What follows belongs to an exercise in optimizing a design on an open flow for small area, a short achievable clock period and few clock cycles; a production flow would make more cautious choices. The RTL was checked by simulation tests, not by an equivalence proof against the original design. Power is estimated from default activity; no workload was simulated.

== quartz ==
## bayer_unpack
module bayer_unpack (
    input  wire        clk,
    input  wire        rst,             
    input  wire        start,
    input  wire [11:0] cfg_width,
    input  wire [11:0] cfg_height,
    input  wire [31:0] cfg_mode,
    input  wire [15:0] cfg_stride,
    input  wire [31:0] cfg_src_len,
    output wire [1:0]  state,
    output wire [3:0]  err,
    output wire [3:0]  errfield,
    output wire [12:0] row,
    output wire [31:0] fault_addr,
    output wire        src_req,
    output wire [31:0] src_addr,
    input  wire        src_gnt,
    input  wire        src_rvalid,
    input  wire [7:0]  src_rdata,
    output wire        dst_we,
    output wire [25:0] dst_addr,
    output wire [7:0]  dst_wdata,
    input  wire        dst_ready
);
For scale: roughly 1700 cells after synthesis, about 240 I/O pins.
==> flow/config.mk <==
export PLATFORM = sky130hd
export DESIGN_NAME = bayer_unpack
export DESIGN_NICKNAME = bayer_unpack
export VERILOG_FILES = /design/flow/design.v
export SDC_FILE = /design/flow/constraint.sdc
export NUM_CORES = 4
export LEC_CHECK = 0
export CAP_MARGIN = 20
export CORE_MARGIN = 2
export CORE_UTILIZATION = 55
export CTS_BUF_LIST = sky130_fd_sc_hd__clkbuf_8
export SETUP_SLACK_MARGIN = 3.5
export SLEW_MARGIN = 20
==> flow/constraint.sdc <==
create_clock -name core_clock -period 8.0 [get_ports {clk}]
set_input_delay 1.6000 -clock core_clock [delete_from_list [all_inputs] [get_ports {clk}]]
set_output_delay 1.6000 -clock core_clock [all_outputs]
set_load 0.01 [all_outputs]
run.sh (not shown) runs the stock make flow with config.mk's settings and CLKGATE_MAP_FILE= SYNTH_SCRIPT=/design/flow/synth_recipe.tcl, a recipe that flattens the netlist after the stock synthesis.
quartz finished all stages; the layout is clean.
Testbench counts of quartz, summed over its fixed seeds: cycles 45,817.
diff inputs: quartz => xenon
# quartz
export LEC_CHECK = 0
export CAP_MARGIN = 20
export CORE_MARGIN = 2
export CORE_UTILIZATION = 55
export CTS_BUF_LIST = sky130_fd_sc_hd__clkbuf_8
export SETUP_SLACK_MARGIN = 3.5
export SLEW_MARGIN = 20
create_clock -name core_clock -period 8.0 [get_ports {clk}]
# xenon
export LEC_CHECK = 0
export CAP_MARGIN = 20
export CORE_MARGIN = 2
export CORE_UTILIZATION = 40
export SETUP_SLACK_MARGIN = 4
export SLEW_MARGIN = 20
create_clock -name core_clock -period 8.0 [get_ports {clk}]
==> run summary <==
- Re area added between synthesis and finish: quartz and xenon aren't equal, and the lower value belongs to quartz.
- Cell type of the slowest stage on the worst timing path = sky130_fd_sc_hd__clkdlybuf4s50_1: quartz; cell type of the slowest stage on the worst timing path = sky130_fd_sc_hd__edfxtp_1: xenon
- Count of non-CTS inverters in the layout ended up about 1.1% higher on xenon than on quartz.
- Summary of xenon over quartz: power increased 9.9%; final area increased 4.9%.
Setup changes, xenon to violet
# xenon
export LEC_CHECK = 0
export CAP_MARGIN = 20
export CORE_MARGIN = 2
export CORE_UTILIZATION = 40
export SETUP_SLACK_MARGIN = 4
export SLEW_MARGIN = 20
create_clock -name core_clock -period 8.0 [get_ports {clk}]
# violet
export LEC_CHECK = 0
export CAP_MARGIN = 20
export CORE_MARGIN = 2
export CORE_UTILIZATION = 40
export SETUP_SLACK_MARGIN = 3
export SLEW_MARGIN = 20
create_clock -name core_clock -period 8.0 [get_ports {clk}]
## What came out
violet has completed all stages; timing, DRC and antenna checks passed. Looking at layout cell share with drive strength beyond 1 across xenon and violet, the one that comes out lower is violet. Where fmax is concerned, xenon is better than violet. violet ended up with fewer standard cells than xenon. Diff xenon -> violet: total stage count of the critical path lower, total power lower, buffers inserted during post-CTS setup optimization lower. xenon and violet ended up with roughly the same global placer's final weighted congestion.
#### Input delta (onyx over violet)
# violet
export LEC_CHECK = 0
export CAP_MARGIN = 20
export CORE_MARGIN = 2
export CORE_UTILIZATION = 40
export SETUP_SLACK_MARGIN = 3
export SLEW_MARGIN = 20
create_clock -name core_clock -period 8.0 [get_ports {clk}]
# onyx
export LEC_CHECK = 0
export CAP_MARGIN = 20
export CORE_MARGIN = 2
export CORE_UTILIZATION = 65
export CTS_BUF_LIST = sky130_fd_sc_hd__clkbuf_4 sky130_fd_sc_hd__clkbuf_8
export SETUP_SLACK_MARGIN = 4
export SLEW_MARGIN = 20
create_clock -name core_clock -period 8.0 [get_ports {clk}]
Findings:
Final cell count without fillers of onyx falls short of that of violet by a few percent.
The clock power in onyx sits about 18% below the value recorded for violet.
onyx vs violet, depth of the critical timing path with buffers and inverters included went down by 2.
Timing, DRC, antenna: 0 failures across onyx and violet
Compared with violet, onyx shows cell area after placement lower by 330 um2.
Changes observed in onyx relative to violet: final critical path time including I/O delays and setup went down by 0.66 ns; proportion of power drawn by the clock network went down by 4.9 points.
From violet to onyx the numbers moved as follows: number of antenna violations at the first check in global routing down 1; smallest hold slack held; filler cell count lost 2180; share of the clock period used by the worst path after layout lost 8.3 points.

==> what the ideal ports hide <==
In the flow no input, the clock included, has a driving cell. The finished layouts below were timed again as built, in two steps.
Step 1 sets driving cells, clkbuf_16 on the clock port and buf_2 on the other inputs (assumed; they add their load-dependent delay and slew).
Step 2 times the ports against the registers' clock, not the clock port: input delays grow and output delays shrink by t, the midpoint of the rising clock arrivals with the driver on.
Slacks: ideal / step 1 / step 2; pairs: ideal / step 1.
run | t (ns) | slack for setup (ns) | slew at the worst register clock pin (ns) | cell pins on the clock port's net
quartz | 0.596 | 3.634 / 3.586 / 3.273 | 0.07 / 0.07 | 1
xenon | 0.603 | 4.048 / 4.000 / 3.528 | 0.07 / 0.07 | 1
violet | 0.611 | 3.384 / 3.384 / 2.950 | 0.07 / 0.07 | 1
onyx | 0.605 | 4.048 / 4.044 / 3.511 | 0.07 / 0.07 | 1
After both steps setup and hold are still met in every run listed. The setup slack of onyx, which loses most, moves by -0.004 ns with the drivers and by -0.537 ns with both steps.
